Source: an optimization exercise on an open RTL-to-GDS flow (aim: small area, a short achievable clock period and few clock cycles). Production flows keep margins and buffers that such runs may drop. Where RTL was checked, it was by simulation tests only, not by an equivalence proof against the original. Power figures rest on the tool's default switching activity, not on a simulated workload.

Setup of before:
==> flow/design.v <==
module wnaf_expander (
    input  wire       clk,
    input  wire       rst,           
    input  wire       req_valid,
    output wire       req_ready,
    input  wire       req_we,
    input  wire [8:0] req_addr,
    input  wire [7:0] req_wdata,
    output reg        rsp_valid,
    output reg        rsp_err,
    output reg  [7:0] rsp_rdata
);
    localparam [1:0] PH_IDLE  = 2'd0,
                     PH_BUSY  = 2'd1,
                     PH_DONE  = 2'd2,
                     PH_FAULT = 2'd3;
    reg [7:0]   scalar [0:31];   
    reg [31:0]  svalid;
    reg [7:0]   w;
    reg [1:0]   phase;
    reg [1:0]   fcause;
    reg         cout;
    reg [255:0] snap;            
    reg [16:0]  lk;              
    reg [7:0]   nb;              
    reg [1:0]   ws;              
    reg [4:0]   q;               
    reg [2:0]   r;
    reg [5:0]   bm;              
    reg         stall;           
    reg         rdy;             
    reg         hit;             
    reg         sk1;             
    reg [7:0]   f_whi;           
    reg [3:0]   f_wlo;           
    reg         f_ww, f_exp, f_srst;                  
    reg         f_rsc, f_rw, f_rst, f_rfc, f_rdig;    
    reg         f_v;                                  
    reg [7:0]   rq_addr;
    reg [7:0]   rq_wdata;
    assign req_ready = rdy;
    integer k;
    wire accept = req_valid & ~stall;
    wire ph_idle  = (phase == PH_IDLE);
    wire ph_busy  = (phase == PH_BUSY);
    wire ph_done  = (phase == PH_DONE);
    wire ph_fault = (phase == PH_FAULT);
    reg  srdy;                   
    reg  badw;                   
    wire host_can_write = ph_idle | ph_done;
    wire f_wsc     = |f_whi;
    wire wr_scalar = f_wsc & host_can_write;
    wire [31:0] wr_byte;         
    genvar gb;
    generate
        for (gb = 0; gb < 32; gb = gb + 1) begin : g_wb
            assign wr_byte[gb] = f_whi[gb / 4] & f_wlo[gb % 4] & host_can_write;
        end
    endgenerate
    wire wr_w      = f_ww & host_can_write;
    wire do_expand = f_exp & host_can_write;
    wire do_srst   = f_srst & ~ph_busy;
    wire short = ~srdy;
    wire start = do_expand & ~badw & ~short;
    wire [255:0] x;
    genvar gi;
    generate
        for (gi = 0; gi < 32; gi = gi + 1) begin : g_x
            assign x[8*gi +: 8] = scalar[gi];
        end
    endgenerate
    wire rd_digit = f_rdig & ph_done;
    wire dig_now  = rd_digit & hit;                 
    wire seek     = rd_digit & ~hit;                
    wire [7:0] pos = {q, r};
    wire [5:0] wfill = {ws == 2'd3, ws >= 2'd2, ws != 2'd0, 3'b111};   
    wire       s_start = ~bm[0] & (lk[1] ^ lk[0]);
    wire [5:0] s_bm    = s_start ? wfill : {1'b0, bm[5:1]};
    reg  [7:0] s_digit;
    always @(*) begin
        case (ws)
            2'd0: s_digit = {{5{lk[4]}}, lk[4:2], 1'b1};
            2'd1: s_digit = {{4{lk[5]}}, lk[5:2], 1'b1};
            2'd2: s_digit = {{3{lk[6]}}, lk[6:2], 1'b1};
            default: s_digit = {{2{lk[7]}}, lk[7:2], 1'b1};
        endcase
        if (!s_start) s_digit = 8'h00;
    end
    reg [7:0] c_st;        
    reg [5:0] c_bm;        
    integer ci, cj;
    always @(*) begin
        for (ci = 0; ci < 8; ci = ci + 1) begin
            c_st[ci] = (lk[ci + 1] ^ lk[ci]);
            if (ci < 6)
                c_st[ci] = c_st[ci] & ~bm[ci];
            for (cj = 1; cj <= 6; cj = cj + 1)
                if (ci - cj >= 0 && (cj <= 3 || (cj == 4 && ws != 2'd0) ||
                                     (cj == 5 && ws[1]) || (cj == 6 && ws == 2'd3)))
                    c_st[ci] = c_st[ci] & ~c_st[ci - cj];
        end
        for (ci = 0; ci < 6; ci = ci + 1) begin
            c_bm[ci] = 1'b0;
            for (cj = 0; cj < 8; cj = cj + 1)
                if (8 + ci - cj <= 3)
                    c_bm[ci] = c_bm[ci] | c_st[cj];
                else if (8 + ci - cj <= 6)
                    c_bm[ci] = c_bm[ci] | (c_st[cj] & (ws >= (8 + ci - cj - 3)));
        end
    end
    wire mv_byte   = ph_busy | (seek & ~sk1);
    wire mv_single = dig_now | (seek & sk1);
    wire xing      = mv_byte | (mv_single & (r == 3'd7));    
    wire [4:0] q_p1   = q + 5'd1;
    wire [7:0] pos_p1 = pos + 8'd1;
    wire [7:0] pos_next = start ? 8'd0 :
                          mv_byte ? {q_p1, 3'b000} :
                          mv_single ? pos_p1 : pos;
    wire [7:0] ta = req_addr[7:0];
    wire [7:0] tr = rq_addr;
    wire a_s = (ta == pos_p1);
    wire a_h = (ta == pos);
    wire a_hit = ~start & ~mv_byte & (mv_single ? a_s : a_h);
    wire r_q1 = (tr[7:3] == q_p1), r_q = (tr[7:3] == q);
    wire r_b = r_q1 & (tr[2:0] == 3'd0);
    wire r_s = (r == 3'd7) ? r_b : (r_q & (tr[2:0] == r + 3'd1));
    wire r_hit = mv_byte ? r_b : r_s;
    wire r_sk = (mv_byte | (r == 3'd7)) ? r_q1 : 1'b1;
    wire [4:0] q_p3 = q + 5'd3;
    wire [7:0] nb_next = (q > 5'd28) ? 8'h00 : snap[{q_p3, 3'b000} +: 8];
    wire       wrap = xing & (q == 5'd31);
    always @(posedge clk) begin
        if (start) begin
            q    <= 5'd0;
            r    <= 3'd0;
            bm   <= 6'd0;
            cout <= 1'b0;
            lk   <= {scalar[1], scalar[0], 1'b0};
            nb   <= scalar[2];
        end else if (mv_byte | mv_single) begin
            q  <= pos_next[7:3];
            r  <= pos_next[2:0];
            if (wrap) begin
                lk <= {snap[15:0], 1'b0};
                nb <= snap[23:16];
            end else begin
                if (mv_byte)
                    lk <= {nb, lk[16:8]};
                else
                    lk <= {nb[r], lk[16:1]};
                if (xing)
                    nb <= nb_next;
            end
            if (wrap)
                bm <= 6'd0;
            else if (mv_byte)
                bm <= c_bm;
            else
                bm <= s_bm;
            if (ph_busy && q == 5'd31)
                cout <= lk[8] & ~c_bm[0];
        end
    end
    always @(posedge clk) begin
        if (start) begin
            snap <= x;
            ws   <= w[1:0];
        end
    end
    wire i_rdig = ~req_we & req_addr[8];
    always @(posedge clk) begin
        if (rst) begin
            stall  <= 1'b0;
            rdy    <= 1'b1;
            hit    <= 1'b0;
            sk1    <= 1'b0;
            f_whi  <= 8'h00;
            f_ww   <= 1'b0;
            f_exp  <= 1'b0;
            f_srst <= 1'b0;
            f_rsc  <= 1'b0;
            f_rw   <= 1'b0;
            f_rst  <= 1'b0;
            f_rfc  <= 1'b0;
            f_rdig <= 1'b0;
            f_v    <= 1'b0;
        end else if (seek) begin
            hit    <= r_hit;
            sk1    <= r_sk;
        end else begin
            stall  <= accept & i_rdig & ~a_hit;
            rdy    <= ~(accept & i_rdig & ~a_hit);
            hit    <= a_hit;
            sk1    <= 1'b1;
            for (k = 0; k < 8; k = k + 1)
                f_whi[k] <= accept & req_we & (req_addr[8:2] == k);
            f_ww   <= accept & req_we & (req_addr == 9'h020);
            f_exp  <= accept & req_we & (req_addr == 9'h021) & (req_wdata == 8'h01);
            f_srst <= accept & req_we & (req_addr == 9'h021) & (req_wdata == 8'h02);
            f_rsc  <= accept & ~req_we & (req_addr[8:5] == 4'b0000);
            f_rw   <= accept & ~req_we & (req_addr == 9'h020);
            f_rst  <= accept & ~req_we & (req_addr == 9'h022);
            f_rfc  <= accept & ~req_we & (req_addr == 9'h023);
            f_rdig <= accept & i_rdig;
            f_v    <= accept;
        end
    end
    always @(posedge clk) begin
        if (~stall)
            rq_addr <= req_addr[7:0];
        rq_wdata <= req_wdata;
        for (k = 0; k < 4; k = k + 1)
            f_wlo[k] <= (req_addr[1:0] == k);
    end
    wire ok = wr_scalar | wr_w | do_expand | do_srst | f_rsc | f_rw | f_rst | f_rfc | rd_digit;
    wire [7:0] status = {3'b000, srdy, ph_done & cout, ph_fault, ph_done, ph_busy};
    wire [7:0] rd_data =
        ({8{f_rsc & svalid[rq_addr[4:0]]}} & scalar[rq_addr[4:0]]) |
        ({8{f_rw}}   & w) |
        ({8{f_rst}}  & status) |
        ({8{f_rfc}}  & {6'b000000, fcause}) |
        ({8{rd_digit}} & s_digit);
    always @(posedge clk) begin
        if (rst) begin
            rsp_valid <= 1'b0;
            rsp_err   <= 1'b0;
            rsp_rdata <= 8'h00;
        end else begin
            rsp_valid <= f_v & ~seek;
            rsp_err   <= ~ok;
            rsp_rdata <= ok ? rd_data : 8'h80;
        end
    end
    always @(posedge clk) begin
        if (rst) begin
            phase  <= PH_IDLE;
            fcause <= 2'b00;
        end else if (do_srst) begin
            phase  <= PH_IDLE;
            fcause <= 2'b00;
        end else if (do_expand) begin
            if (badw | short) begin
                phase  <= PH_FAULT;
                fcause <= {short, badw};
            end else begin
                phase <= scalar[31][7] ? PH_BUSY : PH_DONE;
            end
        end else if (ph_busy) begin
            if (q == 5'd31)
                phase <= PH_DONE;
        end
    end
    reg [31:0] svalid_next;
    reg [7:0]  w_next;
    always @(*) begin
        svalid_next = svalid;
        w_next      = w;
        svalid_next = svalid_next | wr_byte;
        if (wr_w)
            w_next = rq_wdata;
        if (rst || do_srst) begin
            svalid_next = 32'h0;
            w_next      = 8'h00;
        end
    end
    wire clr = rst | do_srst;
    always @(posedge clk) begin
        svalid <= svalid_next;
        w      <= w_next;
        srdy   <= ~clr & (&(svalid | wr_byte));
        badw   <= clr | (w_next[7:2] != 6'b000001);
    end
    integer b;
    always @(posedge clk) begin
        for (b = 0; b < 32; b = b + 1)
            if (wr_byte[b])
                scalar[b] <= rq_wdata;
    end
endmodule
clock: 7.0 ns
lec_check: 0
cap_margin: 20
core_margin: 2
core_utilization: 35
cts_cluster_diameter: 80
cts_cluster_size: 20
place_density: 0.55
setup_slack_margin: 4.4
slew_margin: 20
run.sh (not shown) runs the stock make flow with config.mk's settings and CLKGATE_MAP_FILE= SYNTH_SCRIPT=/design/flow/synth_recipe.tcl, a recipe that flattens the netlist after the stock synthesis.
Testbench counts of before, summed over its fixed seeds: cycles 28,474.
[inputs] after vs before
--- a/flow/design.v
+++ b/flow/design.v
@@ -32,7 +32,5 @@
     reg         hit;             
     reg         sk1;             
-    reg [7:0]   f_whi;           
-    reg [3:0]   f_wlo;           
-    reg         f_ww, f_exp, f_srst;                  
+    reg         f_wsc, f_ww, f_exp, f_srst;           
     reg         f_rsc, f_rw, f_rst, f_rfc, f_rdig;    
     reg         f_v;                                  
@@ -40,5 +38,4 @@
     reg [7:0]   rq_wdata;
     assign req_ready = rdy;
-    integer k;
     wire accept = req_valid & ~stall;
     wire ph_idle  = (phase == PH_IDLE);
@@ -49,13 +46,5 @@
     reg  badw;                   
     wire host_can_write = ph_idle | ph_done;
-    wire f_wsc     = |f_whi;
     wire wr_scalar = f_wsc & host_can_write;
-    wire [31:0] wr_byte;         
-    genvar gb;
-    generate
-        for (gb = 0; gb < 32; gb = gb + 1) begin : g_wb
-            assign wr_byte[gb] = f_whi[gb / 4] & f_wlo[gb % 4] & host_can_write;
-        end
-    endgenerate
     wire wr_w      = f_ww & host_can_write;
     wire do_expand = f_exp & host_can_write;
@@ -175,5 +164,5 @@
             hit    <= 1'b0;
             sk1    <= 1'b0;
-            f_whi  <= 8'h00;
+            f_wsc  <= 1'b0;
             f_ww   <= 1'b0;
             f_exp  <= 1'b0;
@@ -193,6 +182,5 @@
             hit    <= a_hit;
             sk1    <= 1'b1;
-            for (k = 0; k < 8; k = k + 1)
-                f_whi[k] <= accept & req_we & (req_addr[8:2] == k);
+            f_wsc  <= accept & req_we & (req_addr[8:5] == 4'b0000);
             f_ww   <= accept & req_we & (req_addr == 9'h020);
             f_exp  <= accept & req_we & (req_addr == 9'h021) & (req_wdata == 8'h01);
@@ -210,6 +198,4 @@
             rq_addr <= req_addr[7:0];
         rq_wdata <= req_wdata;
-        for (k = 0; k < 4; k = k + 1)
-            f_wlo[k] <= (req_addr[1:0] == k);
     end
     wire ok = wr_scalar | wr_w | do_expand | do_srst | f_rsc | f_rw | f_rst | f_rfc | rd_digit;
@@ -256,5 +242,6 @@
         svalid_next = svalid;
         w_next      = w;
-        svalid_next = svalid_next | wr_byte;
+        if (wr_scalar)
+            svalid_next[rq_addr[4:0]] = 1'b1;
         if (wr_w)
             w_next = rq_wdata;
@@ -264,16 +251,19 @@
         end
     end
+    reg [31:0] svalid_set;
+    always @(*) begin
+        svalid_set = svalid;
+        svalid_set[rq_addr[4:0]] = 1'b1;
+    end
     wire clr = rst | do_srst;
     always @(posedge clk) begin
         svalid <= svalid_next;
         w      <= w_next;
-        srdy   <= ~clr & (&(svalid | wr_byte));
+        srdy   <= ~clr & (wr_scalar ? &svalid_set : &svalid);
         badw   <= clr | (w_next[7:2] != 6'b000001);
     end
-    integer b;
-    always @(posedge clk) begin
-        for (b = 0; b < 32; b = b + 1)
-            if (wr_byte[b])
-                scalar[b] <= rq_wdata;
+    always @(posedge clk) begin
+        if (wr_scalar)
+            scalar[rq_addr[4:0]] <= rq_wdata;
     end
 endmodule
## What came out
- After detailed routing, before needs more wire than after.
- The main combinational cell family by area after synthesis comes out simple AND/OR/NAND/NOR gates in one run and multiplexers in the other, namely in before and after respectively.
- before has a higher total number of cells along the worst setup path than after.
- Changes observed in after relative to before: portion of the clock cycle consumed by the worst path in the final layout grew by 0.37 points; maximum clock skew at final layout held steady; post-CTS setup-driven buffer insertion count grew by 28.
- after ends up with a total power density per cell area that is about 3% lower than in before.
- before → after: critical path arrival rose by 0.19 ns; share of cell area taken by multi-input logic gates rose by 0.57 points; global routing usage on met3 fell by 3.0 points; worst hold slack across all endpoints rose by 0.012 ns.
- Compared after against before; layout-stage area growth over the synthesis result within noise.
- For after, the startpoint of the most critical setup path was rq_addr[0]$_DFFE_PN_, unlike before, where it was q[0]$_SDFFE_PP0P_.
- Between after and before, it is after whose relative contribution of the clock network to total power is lower, by 2.5 points.
- Relative to before, internal power summed over all cells has decreased by about 2.4% in after.
- Between before and after, the flow reports via count decreasing by more than 10%.
For after, only the layout was checked, not whether the RTL still works.

## afterwards: timing with drivers on the ports
The flow's constraints put no driver on any port. The routed layouts listed below were extracted and timed again, unchanged, in two steps. Step 1 sets driving cells, clkbuf_16 on the clock port and buf_2 on the other inputs (assumed; they add their load-dependent delay and slew). Step 2 times the ports against the registers' clock, not the clock port: input delays grow and output delays shrink by t, the midpoint of the rising clock arrivals with the driver on. Slacks: no drivers / after step 1 / after step 2; pairs: no drivers / after step 1.
run | t, ns | slack for setup (ns) | hold WS [ns] | worst setup path at the end | slew at the worst register clock pin (ns)
before | 0.669 | 4.392 / 4.353 / 3.886 | 0.430 / 0.430 / 0.430 | input to register | 0.09 / 0.09
after | 0.655 | 4.366 / 4.366 / 3.891 | 0.442 / 0.442 / 0.442 | input to register | 0.09 / 0.09
After both steps setup and hold are still met in every run listed. For before, which loses most, drivers alone change the setup slack by -0.039 ns; drivers and shift together by -0.506 ns.
